This is an optimization exercise on Yosys and OpenROAD, whose aim is small area, a short achievable clock period and few clock cycles, not a production implementation.
In this exercise RTL edits were held to simulation tests only and were not proved equivalent to the original.

==> trial 70 <==
==> flow/design.v <==
module gf2_isirr (
    input  wire        clk,
    input  wire        rst,
    input  wire        start,
    input  wire [63:0] f,
    input  wire [5:0]  n,
    output wire        busy,
    output reg         done,
    output reg         err,
    output reg         irr,
    output reg  [6:0]  missed
);
    localparam integer KD = 4;      
    localparam integer KL = 2;      
    localparam integer J  = 2;      
    localparam integer T  = 4;      
    localparam integer NQ = 64 / KD;
    localparam [3:0] S_IDLE  = 4'd0,
                     S_CHECK = 4'd1,
                     S_GCD0  = 4'd2,
                     S_DINIT = 4'd3,
                     S_LOOP  = 4'd5,
                     S_DIV   = 4'd6,
                     S_DEG   = 4'd7,
                     S_CNT   = 4'd8;
    reg [3:0]   st;
    reg         bsy;
    reg [63:0]  F;           
    reg [63:0]  A, B;        
    reg [127:0] W;           
    reg [5:0]   nr;          
    reg [7:0]   dl;          
    reg         g1r;         
    reg         gzr;         
    reg [5:0]   m;           
    reg [5:0]   kq;          
    reg [5:0]   cnt;         
    reg [5:0]   dd;          
    reg [5:0]   t;           
    reg [6:0]   r;           
    reg [KD-1:0] finv;       
    reg         wz;          
    assign busy = bsy;
    function [5:0] deg64;
        input [63:0] v;
        integer i;
        begin
            deg64 = 6'd0;
            for (i = 0; i < 64; i = i + 1)
                if (v[i]) deg64 = i[5:0];
        end
    endfunction
    wire [5:0] deg_f = deg64(F);
    localparam integer L  = J * T;
    localparam integer CO = J * T;
    localparam integer NC = 2 * CO + 1;
    reg [L-1:0] anl_n, bnl_n;
    reg [NC:0] lt;
    integer    li, lb;
    reg [8:0]  kv;
    reg        lres;
    always @* begin
        for (li = 0; li <= NC; li = li + 1) begin
            kv = li - CO;                   
            lres = 1'b0;
            for (lb = 0; lb < 8; lb = lb + 1) begin
                if ((lb == 7 ? ~kv[7] : kv[lb]) == 1'b1)
                    lres = (lb == 7 ? ~dl[7] : dl[lb]) ? lres : 1'b1;
                else
                    lres = (lb == 7 ? ~dl[7] : dl[lb]) ? 1'b0 : lres;
            end
            lt[li] = lres;
        end
    end
    reg [J-1:0]   cx, csw;        
    reg [J*T-1:0] cs;             
    reg           cneg, dneg;
    reg [NC-1:0]  ch, chn;
    reg [L-1:0]   na, nb, nbx;
    reg [T-1:0]   s1h;
    integer       cj, ci, ck;
    always @* begin
        na = ~anl_n; nb = ~bnl_n;
        cneg = 1'b0;
        ch = {NC{1'b0}}; ch[CO] = 1'b1;
        cx = {J{1'b0}}; csw = {J{1'b0}}; cs = {(J*T){1'b0}};
        for (cj = 0; cj < J; cj = cj + 1) begin
            dneg = 1'b0;
            for (ck = 0; ck < NC; ck = ck + 1)
                dneg = dneg | (ch[ck] & (cneg ? ~lt[ck + 1] : lt[2*CO - ck]));
            cx[cj]  = nb[0];
            csw[cj] = nb[0] & dneg;
            nbx = nb[0] ? (na ^ nb) : nb;
            if (csw[cj]) na = nb;
            s1h = {T{1'b0}};
            s1h[T-1] = 1'b1;
            for (ci = T - 1; ci >= 1; ci = ci - 1)
                if (nbx[ci]) begin s1h = {T{1'b0}}; s1h[ci-1] = 1'b1; end
            cs[cj*T +: T] = s1h;
            nb = {L{1'b0}};
            for (ci = 1; ci <= T; ci = ci + 1)
                nb = nb | ((nbx >> ci) & {L{s1h[ci-1]}});
            if (csw[cj]) begin
                cneg = ~cneg;
                for (ck = 0; ck < NC; ck = ck + 1)
                    chn[ck] = ch[NC - 1 - ck];
                ch = chn;
            end
            chn = {NC{1'b0}};
            for (ci = 1; ci <= T; ci = ci + 1)
                chn = chn | ((ch >> ci) & {NC{s1h[ci-1]}});
            ch = chn;
        end
    end
    reg [7:0] gd;
    reg [7:0] cand;
    integer   cb;
    always @* begin
        gd = 8'd0;
        for (cb = 0; cb < NC; cb = cb + 1) begin
            cand = dl + (cb - CO);
            gd = gd | (cand & {8{ch[cb] & ~cneg}});
            cand = (~dl) + (cb - CO + 1);
            gd = gd | (cand & {8{ch[cb] & cneg}});
        end
    end
    reg [63:0] ga, gb, gx;
    integer    gj, gk;
    always @* begin
        ga = A; gb = B;
        for (gj = 0; gj < J; gj = gj + 1) begin
            gx = gb ^ (ga & {64{(gj == 0) ? B[0] : cx[gj]}});
            if (csw[gj]) ga = gb;
            gb = 64'd0;
            for (gk = 1; gk <= T; gk = gk + 1)
                gb = gb | ((gx >> gk) & {64{cs[gj*T + gk - 1]}});
        end
    end
    reg [KD-1:0]   q;
    reg [KD+63:0]  qf;
    integer        mi, mj;
    always @* begin
        for (mi = 0; mi < KD; mi = mi + 1) begin
            q[mi] = 1'b0;
            for (mj = 0; mj <= mi; mj = mj + 1)
                q[mi] = q[mi] ^ (W[mj] & finv[mi - mj]);
        end
        qf = {(KD+64){1'b0}};
        for (mi = 0; mi < KD; mi = mi + 1)
            qf = qf ^ ({{KD{1'b0}}, F & {64{q[mi]}}} << mi);
    end
    wire [127:0] wx = W ^ {{(64-KD){1'b0}}, qf};
    wire [127:0] wm = {{KD{1'b0}}, wx[127:KD]};
    function [KD-1:0] inv_lo;
        input [KD-1:0] p;
        integer i, j;
        begin
            inv_lo = {KD{1'b0}};
            inv_lo[0] = 1'b1;
            for (i = 1; i < KD; i = i + 1)
                for (j = 1; j <= i; j = j + 1)
                    inv_lo[i] = inv_lo[i] ^ (p[j] & inv_lo[i - j]);
        end
    endfunction
    reg [127:0] sp;
    integer si;
    always @* begin
        sp = 128'd0;
        for (si = 0; si < 64; si = si + 1)
            sp[2*si] = W[si];
    end
    wire [6:0]  kq_of_m7 = ({1'b0, m} + KD - 1) >> KL;        
    wire [5:0]  kq_of_m  = kq_of_m7[5:0];
    wire [6:0]  kk       = {1'b0, kq} << KL;                  
    wire [5:0]  km1      = kk[5:0] - 6'd1;                    
    wire [63:0] onek     = 64'd1 << km1;                      
    wire [5:0]  m_n      = F[0] ? nr : nr - 6'd1;             
    wire [6:0]  kq_n7    = ({1'b0, m_n} + KD - 1) >> KL;
    wire [5:0]  kq_n     = kq_n7[5:0];
    wire [6:0]  kn7      = {1'b0, kq_n} << KL;
    wire [5:0]  kn1      = kn7[5:0] - 6'd1;                   
    wire [5:0]  dd1      = dd + 6'd1;
    wire        more     = ({dd1, 1'b0} <= {1'b0, m});        
    wire [6:0]  rfin     = r + {6'd0, (m != 6'd0)};
    wire        cz       = (cnt == 6'd0);
    wire        g1       = g1r | (A == 64'd1) | (B == 64'd1);
    wire        gz       = gzr | (B == 64'd0);
    wire        gfin     = g1 | gz;
    wire chk_err  = (nr == 6'd0) || (deg_f != nr);
    wire [63:0] fder = (F & 64'hAAAAAAAAAAAAAAAA) >> 1;       
    wire chk_red  = (fder == 64'd0) || (!F[0] && !F[1]);
    wire dinit_fin = (m_n < 6'd2);
    wire [6:0] dinit_r = (F[0] ? 7'd0 : 7'd1) + {6'd0, m_n != 6'd0};
    always @(posedge clk) begin
        if (rst) begin
            st     <= S_IDLE;
            bsy    <= 1'b0;
            done   <= 1'b0;
            err    <= 1'b0;
            irr    <= 1'b0;
            missed <= 7'd0;
        end else begin
            done <= 1'b0;
            case (st)
                S_IDLE: begin
                    if (start) begin
                        st  <= S_CHECK;
                        bsy <= 1'b1;
                    end
                end
                S_CHECK: begin
                    if (chk_err) begin
                        done <= 1'b1; err <= 1'b1; irr <= 1'b0; missed <= 7'd0;
                        st <= S_IDLE; bsy <= 1'b0;
                    end else if (chk_red) begin
                        done <= 1'b1; err <= 1'b0; irr <= 1'b0; missed <= 7'd0;
                        st <= S_IDLE; bsy <= 1'b0;
                    end else begin
                        st <= S_GCD0;
                    end
                end
                S_GCD0: begin
                    if (g1) begin
                        st <= S_DINIT;
                    end else if (gz) begin
                        done <= 1'b1; err <= 1'b0; irr <= 1'b0; missed <= 7'd0;
                        st <= S_IDLE; bsy <= 1'b0;
                    end
                end
                S_DINIT: begin
                    if (dinit_fin) begin
                        done <= 1'b1; err <= 1'b0;
                        irr    <= (dinit_r == 7'd1);
                        missed <= dinit_r;
                        st <= S_IDLE; bsy <= 1'b0;
                    end else begin
                        st <= S_LOOP;
                    end
                end
                S_LOOP: begin
                    if (g1 && !more) begin
                        done <= 1'b1; err <= 1'b0;
                        irr <= (rfin == 7'd1); missed <= rfin;
                        st <= S_IDLE; bsy <= 1'b0;
                    end else if (gfin && !g1 && cz) begin
                        st <= S_DIV;
                    end
                end
                S_DIV: begin
                    if (wz) st <= S_DEG;
                end
                S_DEG: st <= S_CNT;
                S_CNT: begin
                    if (t == dd) st <= S_LOOP;
                end
                default: begin
                    st <= S_IDLE; bsy <= 1'b0;
                end
            endcase
        end
    end
    reg [63:0] a_nx, b_nx;
    reg        ab_ld;
    always @* begin
        a_nx = A; b_nx = B; ab_ld = 1'b0;
        case (st)
            S_CHECK: begin
                ab_ld = 1'b1;
                a_nx  = F[0] ? F : fder;
                b_nx  = F[0] ? fder : F;
            end
            S_GCD0: begin
                a_nx = ga; b_nx = gb;
            end
            S_DINIT: begin
                ab_ld = 1'b1;
            end
            S_LOOP: begin
                if (g1 && cz) begin
                    ab_ld = 1'b1;
                    a_nx  = F;
                    b_nx  = W[63:0] ^ onek;
                end else if (gfin && !g1 && cz) begin
                    a_nx = W[63:0];
                end else begin
                    a_nx = ga; b_nx = gb;
                end
            end
            S_DIV: begin
                if (cnt[5:4] == 2'b00) b_nx[{cnt[3:0], 2'b00} +: KD] = q;
            end
            S_CNT: begin
                ab_ld = 1'b1;
            end
            default: ;
        endcase
    end
    always @(posedge clk) begin
        A     <= a_nx;
        B     <= b_nx;
        anl_n <= ~a_nx[L-1:0];
        bnl_n <= ~b_nx[L-1:0];
        if (ab_ld) begin
            g1r <= 1'b0;
            gzr <= 1'b0;
        end else begin
            g1r <= g1;
            gzr <= gz;
        end
        case (st)
            S_IDLE: begin
                F  <= f;
                nr <= n;
            end
            S_CHECK: begin
                dl <= F[0] ? 8'hFF : 8'd1;
            end
            S_GCD0: begin
                dl <= gd;
            end
            S_DINIT: begin
                if (!F[0]) F <= F >> 1;
                finv <= inv_lo(F[0] ? F[KD-1:0] : F[KD:1]);
                m  <= m_n;
                r  <= F[0] ? 7'd0 : 7'd1;
                kq <= kq_n;
                dd <= 6'd0;
                W   <= 128'd1 << {kn1, 1'b0};
                cnt <= kq_n;
                g1r <= 1'b1;
            end
            S_LOOP: begin
                if (!cz) begin
                    W   <= wm;
                    cnt <= cnt - 6'd1;
                end
                if (g1 && cz) begin
                    dl  <= {1'b0, kk} - 8'd1 - {2'b0, m};
                    W   <= sp;
                    cnt <= kq;
                    dd  <= dd1;
                end else if (gfin && !g1 && cz) begin
                    W    <= {64'd0, F};
                    F    <= A;
                    finv <= inv_lo(A[KD-1:0]);
                    cnt  <= 6'd0;
                    wz   <= 1'b0;
                end else begin
                    dl <= gd;
                end
            end
            S_DIV: begin
                W   <= wm;
                cnt <= cnt + 6'd1;
                wz  <= (W[63:0] == 64'd0);
                if (wz) F <= B;
            end
            S_DEG: begin
                finv <= inv_lo(F[KD-1:0]);
                t  <= m - deg_f;
                m  <= deg_f;
            end
            S_CNT: begin
                r <= r + 7'd1;
                t <= t - dd;
                if (t == dd) begin
                    W   <= {64'd0, A};
                    cnt <= kq - kq_of_m;
                    kq  <= kq_of_m;
                    g1r <= 1'b1;
                end
            end
            default: ;
        endcase
    end
endmodule
==> flow/flow/run.sh <==
#!/bin/bash
set -euo pipefail
bash standard.sh finish SETUP_SLACK_MARGIN=7.5 > standard.log 2>&1
==> flow/standard.sh <==
#!/bin/bash
# synth_recipe.tcl (not shown) runs the flow's synth.tcl, then flattens the netlist and writes it again
# the make line also repeats each setting of config.mk as NAME=value (left out here)
make -C /OpenROAD-flow-scripts/flow DESIGN_CONFIG=/design/flow/config.mk WORK_HOME=/design/flow/orfs CLKGATE_MAP_FILE= SYNTH_SCRIPT=/design/flow/synth_recipe.tcl "${@:-finish}"
==> flow/config.mk <==
export PLATFORM = sky130hd
export DESIGN_NAME = gf2_isirr
export DESIGN_NICKNAME = gf2_isirr
export VERILOG_FILES = /design/flow/design.v
export SDC_FILE = /design/flow/constraint.sdc
export NUM_CORES = 8
export LEC_CHECK = 0
export CAP_MARGIN = 20
export CORE_MARGIN = 2
export CORE_UTILIZATION = 30
export PLACE_DENSITY = 0.5
export SLEW_MARGIN = 20
==> flow/constraint.sdc <==
create_clock -name core_clock -period 12.0 [get_ports {clk}]
set_input_delay 2.4000 -clock core_clock [delete_from_list [all_inputs] [get_ports {clk}]]
set_output_delay 2.4000 -clock core_clock [all_outputs]
set_load 0.01 [all_outputs]
==> trial 15 (differences from trial 70) <==
--- a/flow/design.v
+++ b/flow/design.v
@@ -31,6 +31,6 @@
     reg [5:0]   nr;          
     reg [7:0]   dl;          
-    reg         g1r;         
-    reg         gzr;         
+    reg         g1;          
+    reg         gz;          
     reg [5:0]   m;           
     reg [5:0]   kq;          
@@ -184,6 +184,4 @@
     wire [6:0]  rfin     = r + {6'd0, (m != 6'd0)};
     wire        cz       = (cnt == 6'd0);
-    wire        g1       = g1r | (A == 64'd1) | (B == 64'd1);
-    wire        gz       = gzr | (B == 64'd0);
     wire        gfin     = g1 | gz;
     wire chk_err  = (nr == 6'd0) || (deg_f != nr);
@@ -302,9 +300,9 @@
         bnl_n <= ~b_nx[L-1:0];
         if (ab_ld) begin
-            g1r <= 1'b0;
-            gzr <= 1'b0;
+            g1 <= 1'b0;
+            gz <= 1'b0;
         end else begin
-            g1r <= g1;
-            gzr <= gz;
+            g1 <= g1 | (A == 64'd1);
+            gz <= gz | (B == 64'd0);
         end
         case (st)
@@ -328,5 +326,5 @@
                 W   <= 128'd1 << {kn1, 1'b0};
                 cnt <= kq_n;
-                g1r <= 1'b1;
+                g1 <= 1'b1;
             end
             S_LOOP: begin
@@ -368,5 +366,5 @@
                     cnt <= kq - kq_of_m;
                     kq  <= kq_of_m;
-                    g1r <= 1'b1;
+                    g1  <= 1'b1;
                 end
             end
==> flow/flow/run.sh (replaced) <==
#!/bin/bash
set -euo pipefail
bash standard.sh finish SETUP_SLACK_MARGIN=8.5 > standard.log 2>&1
==> qor summary <==
item                                                            trial 15    trial 70
Outcome                                         timing/DRC/antenna clean  timing/DRC/antenna clean
Startpoint of the tightest hold check path                     missed[6]         irr
Required time of the worst setup path                           12380 ps    12370 ps
Met1 track utilization from global routing                         40.9%       38.7%
Cell area after synthesis                                     0.0359 mm²  0.0351 mm²
Share of synthesized area occupied by flip-flops and latches       30.0%       30.7%
Worst-Margin Slew                                                1270 ps     1320 ps
Clock-cell share of area                                           3.44%       4.22%
End point of the critical path                                     dl[5]       W[30]
Clock skew                                                       66.3 ps     39.0 ps
Startpoint of the worst register-to-register path                  dl[1]       A[12]
Register Area                                                 0.0108 mm²  0.0108 mm²
Net total in the final layout                                       4852        4458
Testbench counts of trial 70, summed over its fixed seeds: cycles 58,862.
Testbench counts of trial 15, summed over its fixed seeds: cycles 63,186.

* * *

==> 06-03: inputs <==
Another version of the RTL of gf2_isirr (not shown whole).
Settings: LEC_CHECK=0, CAP_MARGIN=20, CORE_MARGIN=2, CORE_UTILIZATION=30, PLACE_DENSITY=0.5, SLEW_MARGIN=20; clock period 12.0 ns.
standard.sh (not shown) runs the stock make flow with config.mk's settings and CLKGATE_MAP_FILE= SYNTH_SCRIPT=/design/flow/synth_recipe.tcl, a recipe that flattens the netlist after the stock synthesis.
==> flow/flow/run.sh <==
#!/bin/bash
set -euo pipefail
bash standard.sh finish SETUP_SLACK_MARGIN=8 > standard.log 2>&1
==> 11-11: changes against 06-03 <==
--- a/flow/design.v
+++ b/flow/design.v
@@ -15,33 +15,33 @@
     localparam integer J  = 2;      
     localparam integer T  = 4;      
     localparam integer NQ = 64 / KD;
     localparam [3:0] S_IDLE  = 4'd0,
                      S_CHECK = 4'd1,
                      S_GCD0  = 4'd2,
+                     S_DINIT = 4'd3,
                      S_LOOP  = 4'd5,
                      S_DIV   = 4'd6,
                      S_DEG   = 4'd7,
                      S_CNT   = 4'd8;
     reg [3:0]   st;
     reg         bsy;
     reg [63:0]  F;           
     reg [63:0]  A, B;        
     reg [127:0] W;           
     reg [5:0]   nr;          
     reg [7:0]   dl;          
-    reg         g1r;         
-    reg         gzr;         
+    reg         g1;          
+    reg         gz;          
     reg [5:0]   m;           
     reg [5:0]   kq;          
     reg [5:0]   cnt;         
     reg [5:0]   dd;          
     reg [5:0]   t;           
     reg [6:0]   r;           
     reg [KD-1:0] finv;       
-    reg         wz;          
     assign busy = bsy;
     function [5:0] deg64;
         input [63:0] v;
         integer i;
         begin
             deg64 = 6'd0;
@@ -146,13 +146,13 @@
         end
         qf = {(KD+64){1'b0}};
         for (mi = 0; mi < KD; mi = mi + 1)
             qf = qf ^ ({{KD{1'b0}}, F & {64{q[mi]}}} << mi);
     end
     wire [127:0] wx = W ^ {{(64-KD){1'b0}}, qf};
-    wire [127:0] wm = {{KD{1'b0}}, wx[127:KD]};
+    wire [127:0] wm = {((st == S_DIV) ? q : {KD{1'b0}}), wx[127:KD]};
     function [KD-1:0] inv_lo;
         input [KD-1:0] p;
         integer i, j;
         begin
             inv_lo = {KD{1'b0}};
             inv_lo[0] = 1'b1;
@@ -179,18 +179,17 @@
     wire [6:0]  kn7      = {1'b0, kq_n} << KL;
     wire [5:0]  kn1      = kn7[5:0] - 6'd1;                   
     wire [5:0]  dd1      = dd + 6'd1;
     wire        more     = ({dd1, 1'b0} <= {1'b0, m});        
     wire [6:0]  rfin     = r + {6'd0, (m != 6'd0)};
     wire        cz       = (cnt == 6'd0);
-    wire        g1       = g1r | (A == 64'd1) | (B == 64'd1);
-    wire        gz       = gzr | (B == 64'd0);
     wire        gfin     = g1 | gz;
     wire chk_err  = (nr == 6'd0) || (deg_f != nr);
-    wire [63:0] fder = (F & 64'hAAAAAAAAAAAAAAAA) >> 1;       
-    wire chk_red  = (fder == 64'd0) || (!F[0] && !F[1]);
+    wire chk_red  = (B == 64'd0) || (!A[0] && !B[0]);
+    wire dinit_fin = (m_n < 6'd2);
+    wire [6:0] dinit_r = (F[0] ? 7'd0 : 7'd1) + {6'd0, m_n != 6'd0};
     always @(posedge clk) begin
         if (rst) begin
             st     <= S_IDLE;
             bsy    <= 1'b0;
             done   <= 1'b0;
             err    <= 1'b0;
@@ -215,35 +214,39 @@
                     end else begin
                         st <= S_GCD0;
                     end
                 end
                 S_GCD0: begin
                     if (g1) begin
-                        if (m < 6'd2) begin
-                            done <= 1'b1; err <= 1'b0;
-                            irr <= (rfin == 7'd1); missed <= rfin;
-                            st <= S_IDLE; bsy <= 1'b0;
-                        end else begin
-                            st <= S_LOOP;
-                        end
+                        st <= S_DINIT;
                     end else if (gz) begin
                         done <= 1'b1; err <= 1'b0; irr <= 1'b0; missed <= 7'd0;
                         st <= S_IDLE; bsy <= 1'b0;
                     end
                 end
+                S_DINIT: begin
+                    if (dinit_fin) begin
+                        done <= 1'b1; err <= 1'b0;
+                        irr    <= (dinit_r == 7'd1);
+                        missed <= dinit_r;
+                        st <= S_IDLE; bsy <= 1'b0;
+                    end else begin
+                        st <= S_LOOP;
+                    end
+                end
                 S_LOOP: begin
                     if (g1 && !more) begin
                         done <= 1'b1; err <= 1'b0;
                         irr <= (rfin == 7'd1); missed <= rfin;
                         st <= S_IDLE; bsy <= 1'b0;
                     end else if (gfin && !g1 && cz) begin
                         st <= S_DIV;
                     end
                 end
                 S_DIV: begin
-                    if (wz) st <= S_DEG;
+                    if (cnt == 6'd1) st <= S_DEG;
                 end
                 S_DEG: st <= S_CNT;
                 S_CNT: begin
                     if (t == dd) st <= S_LOOP;
                 end
                 default: begin
@@ -254,74 +257,76 @@
     end
     reg [63:0] a_nx, b_nx;
     reg        ab_ld;
     always @* begin
         a_nx = A; b_nx = B; ab_ld = 1'b0;
         case (st)
+            S_IDLE: begin
+                a_nx = f;
+                b_nx = (f & 64'hAAAAAAAAAAAAAAAA) >> 1;
+            end
             S_CHECK: begin
                 ab_ld = 1'b1;
-                a_nx  = F[0] ? F : fder;
-                b_nx  = F[0] ? fder : F;
+                if (!A[0]) begin a_nx = B; b_nx = A; end
             end
             S_GCD0: begin
                 a_nx = ga; b_nx = gb;
             end
+            S_DINIT: begin
+                ab_ld = 1'b1;
+            end
             S_LOOP: begin
                 if (g1 && cz) begin
                     ab_ld = 1'b1;
                     a_nx  = F;
                     b_nx  = W[63:0] ^ onek;
                 end else if (gfin && !g1 && cz) begin
-                    a_nx = W[63:0];
+                    b_nx = W[63:0];
                 end else begin
                     a_nx = ga; b_nx = gb;
                 end
             end
-            S_DIV: begin
-                if (cnt[5:4] == 2'b00) b_nx[{cnt[3:0], 2'b00} +: KD] = q;
-            end
             S_CNT: begin
                 ab_ld = 1'b1;
             end
             default: ;
         endcase
     end
     always @(posedge clk) begin
         A     <= a_nx;
         B     <= b_nx;
         anl_n <= ~a_nx[L-1:0];
         bnl_n <= ~b_nx[L-1:0];
         if (ab_ld) begin
-            g1r <= 1'b0;
-            gzr <= 1'b0;
+            g1 <= 1'b0;
+            gz <= 1'b0;
         end else begin
-            g1r <= g1;
-            gzr <= gz;
+            g1 <= g1 | (A == 64'd1);
+            gz <= gz | (B == 64'd0);
         end
         case (st)
             S_IDLE: begin
                 F  <= f;
                 nr <= n;
             end
             S_CHECK: begin
-                dl <= F[0] ? 8'hFF : 8'd1;
+                dl <= A[0] ? 8'hFF : 8'd1;
+            end
+            S_GCD0: begin
+                dl <= gd;
+            end
+            S_DINIT: begin
                 if (!F[0]) F <= F >> 1;
                 finv <= inv_lo(F[0] ? F[KD-1:0] : F[KD:1]);
                 m  <= m_n;
                 r  <= F[0] ? 7'd0 : 7'd1;
                 kq <= kq_n;
                 dd <= 6'd0;
                 W   <= 128'd1 << {kn1, 1'b0};
                 cnt <= kq_n;
-            end
-            S_GCD0: begin
-                dl <= gd;
-                if (!cz) begin
-                    W   <= wm;
-                    cnt <= cnt - 6'd1;
-                end
+                g1 <= 1'b1;
             end
             S_LOOP: begin
                 if (!cz) begin
                     W   <= wm;
                     cnt <= cnt - 6'd1;
                 end
@@ -331,37 +336,35 @@
                     cnt <= kq;
                     dd  <= dd1;
                 end else if (gfin && !g1 && cz) begin
                     W    <= {64'd0, F};
                     F    <= A;
                     finv <= inv_lo(A[KD-1:0]);
-                    cnt  <= 6'd0;
-                    wz   <= 1'b0;
+                    cnt  <= NQ[5:0];
                 end else begin
                     dl <= gd;
                 end
             end
             S_DIV: begin
                 W   <= wm;
-                cnt <= cnt + 6'd1;
-                wz  <= (W[63:0] == 64'd0);
-                if (wz) F <= B;
+                cnt <= cnt - 6'd1;
+                if (cnt == 6'd1) F <= wm[127:64];
             end
             S_DEG: begin
                 finv <= inv_lo(F[KD-1:0]);
                 t  <= m - deg_f;
                 m  <= deg_f;
             end
             S_CNT: begin
                 r <= r + 7'd1;
                 t <= t - dd;
                 if (t == dd) begin
-                    W   <= {64'd0, A};
+                    W   <= {64'd0, B};
                     cnt <= kq - kq_of_m;
                     kq  <= kq_of_m;
-                    g1r <= 1'b1;
+                    g1  <= 1'b1;
                 end
             end
             default: ;
         endcase
     end
 endmodule
==> flow/flow/run.sh (replaced) <==
#!/bin/bash
set -euo pipefail
bash standard.sh finish SETUP_SLACK_MARGIN=8.5 > standard.log 2>&1
==> 10-15: changes against 06-03 <==
--- a/flow/design.v
+++ b/flow/design.v
@@ -15,12 +15,13 @@
     localparam integer J  = 2;      
     localparam integer T  = 4;      
     localparam integer NQ = 64 / KD;
     localparam [3:0] S_IDLE  = 4'd0,
                      S_CHECK = 4'd1,
                      S_GCD0  = 4'd2,
+                     S_DINIT = 4'd3,
                      S_LOOP  = 4'd5,
                      S_DIV   = 4'd6,
                      S_DEG   = 4'd7,
                      S_CNT   = 4'd8;
     reg [3:0]   st;
     reg         bsy;
@@ -51,12 +52,13 @@
     endfunction
     wire [5:0] deg_f = deg64(F);
     localparam integer L  = J * T;
     localparam integer CO = J * T;
     localparam integer NC = 2 * CO + 1;
     reg [L-1:0] anl_n, bnl_n;
+    reg [L-1:0] dxr;             
     reg [NC:0] lt;
     integer    li, lb;
     reg [8:0]  kv;
     reg        lres;
     always @* begin
         for (li = 0; li <= NC; li = li + 1) begin
@@ -68,52 +70,66 @@
                 else
                     lres = (lb == 7 ? ~dl[7] : dl[lb]) ? 1'b0 : lres;
             end
             lt[li] = lres;
         end
     end
-    reg [J-1:0]   cx, csw;        
-    reg [J*T-1:0] cs;             
-    reg           cneg, dneg;
-    reg [NC-1:0]  ch, chn;
-    reg [L-1:0]   na, nb, nbx;
-    reg [T-1:0]   s1h;
-    integer       cj, ci, ck;
-    always @* begin
-        na = ~anl_n; nb = ~bnl_n;
-        cneg = 1'b0;
-        ch = {NC{1'b0}}; ch[CO] = 1'b1;
-        cx = {J{1'b0}}; csw = {J{1'b0}}; cs = {(J*T){1'b0}};
-        for (cj = 0; cj < J; cj = cj + 1) begin
-            dneg = 1'b0;
-            for (ck = 0; ck < NC; ck = ck + 1)
-                dneg = dneg | (ch[ck] & (cneg ? ~lt[ck + 1] : lt[2*CO - ck]));
-            cx[cj]  = nb[0];
-            csw[cj] = nb[0] & dneg;
-            nbx = nb[0] ? (na ^ nb) : nb;
-            if (csw[cj]) na = nb;
-            s1h = {T{1'b0}};
-            s1h[T-1] = 1'b1;
-            for (ci = T - 1; ci >= 1; ci = ci - 1)
-                if (nbx[ci]) begin s1h = {T{1'b0}}; s1h[ci-1] = 1'b1; end
-            cs[cj*T +: T] = s1h;
-            nb = {L{1'b0}};
-            for (ci = 1; ci <= T; ci = ci + 1)
-                nb = nb | ((nbx >> ci) & {L{s1h[ci-1]}});
-            if (csw[cj]) begin
-                cneg = ~cneg;
+    localparam integer CW = NC + 1 + J * T + 2 * J;
+    function [CW-1:0] chain;
+        input [L-1:0]  a0;
+        input [L-1:0]  b0;
+        input [NC:0]   lt;
+        reg [L-1:0]    na, nb, nbx;
+        reg [J-1:0]    cx, csw;
+        reg [J*T-1:0]  cs;
+        reg            cneg, dneg;
+        reg [NC-1:0]   ch, chn;
+        reg [T-1:0]    s1h;
+        integer        cj, ci, ck;
+        begin
+            na = a0; nb = b0;
+            cneg = 1'b0;
+            ch = {NC{1'b0}}; ch[CO] = 1'b1;
+            cx = {J{1'b0}}; csw = {J{1'b0}}; cs = {(J*T){1'b0}};
+            for (cj = 0; cj < J; cj = cj + 1) begin
+                dneg = 1'b0;
                 for (ck = 0; ck < NC; ck = ck + 1)
-                    chn[ck] = ch[NC - 1 - ck];
+                    dneg = dneg | (ch[ck] & (cneg ? ~lt[ck + 1] : lt[2*CO - ck]));
+                cx[cj]  = nb[0];
+                csw[cj] = nb[0] & dneg;
+                nbx = nb[0] ? (na ^ nb) : nb;
+                if (csw[cj]) na = nb;
+                s1h = {T{1'b0}};
+                s1h[T-1] = 1'b1;
+                for (ci = T - 1; ci >= 1; ci = ci - 1)
+                    if (nbx[ci]) begin s1h = {T{1'b0}}; s1h[ci-1] = 1'b1; end
+                cs[cj*T +: T] = s1h;
+                nb = {L{1'b0}};
+                for (ci = 1; ci <= T; ci = ci + 1)
+                    nb = nb | ((nbx >> ci) & {L{s1h[ci-1]}});
+                if (csw[cj]) begin
+                    cneg = ~cneg;
+                    for (ck = 0; ck < NC; ck = ck + 1)
+                        chn[ck] = ch[NC - 1 - ck];
+                    ch = chn;
+                end
+                chn = {NC{1'b0}};
+                for (ci = 1; ci <= T; ci = ci + 1)
+                    chn = chn | ((ch >> ci) & {NC{s1h[ci-1]}});
                 ch = chn;
             end
-            chn = {NC{1'b0}};
-            for (ci = 1; ci <= T; ci = ci + 1)
-                chn = chn | ((ch >> ci) & {NC{s1h[ci-1]}});
-            ch = chn;
+            chain = {cneg, ch, cs, csw, cx};
         end
-    end
+    endfunction
+    wire [CW-1:0] chc = chain(~anl_n, ~bnl_n, lt);
+    wire [CW-1:0] chd = chain(dxr ^ ~bnl_n, ~bnl_n, lt);
+    wire [J-1:0]   cx   = chc[J-1:0];
+    wire [J-1:0]   csw  = chc[2*J-1:J];
+    wire [J*T-1:0] cs   = chc[2*J+J*T-1:2*J];
+    wire [NC-1:0]  ch   = chd[2*J+J*T+NC-1:2*J+J*T];
+    wire           cneg = chd[CW-1];
     reg [7:0] gd;
     reg [7:0] cand;
     integer   cb;
     always @* begin
         gd = 8'd0;
         for (cb = 0; cb < NC; cb = cb + 1) begin
@@ -185,12 +201,14 @@
     wire        g1       = g1r | (A == 64'd1) | (B == 64'd1);
     wire        gz       = gzr | (B == 64'd0);
     wire        gfin     = g1 | gz;
     wire chk_err  = (nr == 6'd0) || (deg_f != nr);
     wire [63:0] fder = (F & 64'hAAAAAAAAAAAAAAAA) >> 1;       
     wire chk_red  = (fder == 64'd0) || (!F[0] && !F[1]);
+    wire dinit_fin = (m_n < 6'd2);
+    wire [6:0] dinit_r = (F[0] ? 7'd0 : 7'd1) + {6'd0, m_n != 6'd0};
     always @(posedge clk) begin
         if (rst) begin
             st     <= S_IDLE;
             bsy    <= 1'b0;
             done   <= 1'b0;
             err    <= 1'b0;
@@ -215,24 +233,28 @@
                     end else begin
                         st <= S_GCD0;
                     end
                 end
                 S_GCD0: begin
                     if (g1) begin
-                        if (m < 6'd2) begin
-                            done <= 1'b1; err <= 1'b0;
-                            irr <= (rfin == 7'd1); missed <= rfin;
-                            st <= S_IDLE; bsy <= 1'b0;
-                        end else begin
-                            st <= S_LOOP;
-                        end
+                        st <= S_DINIT;
                     end else if (gz) begin
                         done <= 1'b1; err <= 1'b0; irr <= 1'b0; missed <= 7'd0;
                         st <= S_IDLE; bsy <= 1'b0;
                     end
                 end
+                S_DINIT: begin
+                    if (dinit_fin) begin
+                        done <= 1'b1; err <= 1'b0;
+                        irr    <= (dinit_r == 7'd1);
+                        missed <= dinit_r;
+                        st <= S_IDLE; bsy <= 1'b0;
+                    end else begin
+                        st <= S_LOOP;
+                    end
+                end
                 S_LOOP: begin
                     if (g1 && !more) begin
                         done <= 1'b1; err <= 1'b0;
                         irr <= (rfin == 7'd1); missed <= rfin;
                         st <= S_IDLE; bsy <= 1'b0;
                     end else if (gfin && !g1 && cz) begin
@@ -262,12 +284,15 @@
                 a_nx  = F[0] ? F : fder;
                 b_nx  = F[0] ? fder : F;
             end
             S_GCD0: begin
                 a_nx = ga; b_nx = gb;
             end
+            S_DINIT: begin
+                ab_ld = 1'b1;
+            end
             S_LOOP: begin
                 if (g1 && cz) begin
                     ab_ld = 1'b1;
                     a_nx  = F;
                     b_nx  = W[63:0] ^ onek;
                 end else if (gfin && !g1 && cz) begin
@@ -287,12 +312,13 @@
     end
     always @(posedge clk) begin
         A     <= a_nx;
         B     <= b_nx;
         anl_n <= ~a_nx[L-1:0];
         bnl_n <= ~b_nx[L-1:0];
+        dxr   <= a_nx[L-1:0] ^ b_nx[L-1:0];
         if (ab_ld) begin
             g1r <= 1'b0;
             gzr <= 1'b0;
         end else begin
             g1r <= g1;
             gzr <= gz;
@@ -301,27 +327,26 @@
             S_IDLE: begin
                 F  <= f;
                 nr <= n;
             end
             S_CHECK: begin
                 dl <= F[0] ? 8'hFF : 8'd1;
+            end
+            S_GCD0: begin
+                dl <= gd;
+            end
+            S_DINIT: begin
                 if (!F[0]) F <= F >> 1;
                 finv <= inv_lo(F[0] ? F[KD-1:0] : F[KD:1]);
                 m  <= m_n;
                 r  <= F[0] ? 7'd0 : 7'd1;
                 kq <= kq_n;
                 dd <= 6'd0;
                 W   <= 128'd1 << {kn1, 1'b0};
                 cnt <= kq_n;
-            end
-            S_GCD0: begin
-                dl <= gd;
-                if (!cz) begin
-                    W   <= wm;
-                    cnt <= cnt - 6'd1;
-                end
+                g1r <= 1'b1;
             end
             S_LOOP: begin
                 if (!cz) begin
                     W   <= wm;
                     cnt <= cnt - 6'd1;
                 end
==> flow/flow/run.sh (replaced) <==
#!/bin/bash
set -euo pipefail
bash standard.sh finish SETUP_SLACK_MARGIN=7.5 > standard.log 2>&1
==> summary.md <==
| Metric | Value |
|---|---|
| Run status | timing/DRC/antenna clean |
| Final Util | between 30% and 40% |
| Max Freq | 211 MHz |
| Largest register FFs | 96 |
| Die width | 350 um |
| Syn nets | around 4600 |
| Hold Crit Start | irr |
| R2r endpoint | dxr[1] |
That was 10-15.
==> summary.md <==
| Metric | Value |
|---|---|
| Largest register FFs | ~130 |
| Inst Count DP | 5811 |
| Syn nets | between 4000 and 5000 |
| Hold Crit Start | missed[2] |
| R2r endpoint | dl[4] |
| Final Util | 40.0% |
| Die width | approximately 350 um |
| Run status | timing/DRC/antenna clean |
That was 11-11.
==> summary.md <==
| Metric | Value |
|---|---|
| Run status | timing/DRC/antenna clean |
| FF+latch count | 406 |
| Max Freq | roughly 240 MHz |
| CP Depth | 13 |
| R2r endpoint | W[30] |
| Worst skew pair latency | ~0.72 ns |
| Most instantiated library cell after synthesis | nand2_1 |
| Die width | between 300 and 400 um |
| Largest register FFs | 128 |
| Hold Crit Start | irr |
| Final Util | 36.2% |
That was 06-03.
Testbench counts of 06-03, summed over its fixed seeds: cycles 56,973.
Testbench counts of 11-11, summed over its fixed seeds: cycles 65,067.
Testbench counts of 10-15, summed over its fixed seeds: cycles 58,862.

[what the ideal ports hide]
The flow's constraints put no driver on any port. The routed layouts listed below were extracted and timed again, unchanged, in two steps.
Step 1 (the two cells are an assumption about what drives the block):
set clk [get_ports {clk}]
set_driving_cell -lib_cell sky130_fd_sc_hd__clkbuf_16 $clk
set_driving_cell -lib_cell sky130_fd_sc_hd__buf_2 [delete_from_list [all_inputs] $clk]
Step 2 times the ports against the registers' clock, not the clock port: input delays grow and output delays shrink by t, the midpoint of the rising clock arrivals with the driver on.
Three values: no drivers, after step 1, after step 2; two values: the first two.
run | shift t [ns] | setup WS [ns] | worst setup path at the end | cell pins on the clock port's net
trial 70 | 0.736 | 7.480 / 7.480 / 7.480 | register to register | 1
trial 15 | 0.720 | 8.019 / 8.019 / 8.019 | register to register | 1
06-03 | 0.774 | 7.835 / 7.835 / 7.523 | input to register | 1
11-11 | 0.726 | 7.953 / 7.953 / 7.931 | input to register | 1
10-15 | 0.730 | 7.267 / 7.267 / 7.267 | register to register | 1
After both steps every run listed still meets setup and hold. For 06-03, which loses most, drivers alone change the setup slack by 0.000 ns; drivers and shift together by -0.312 ns.
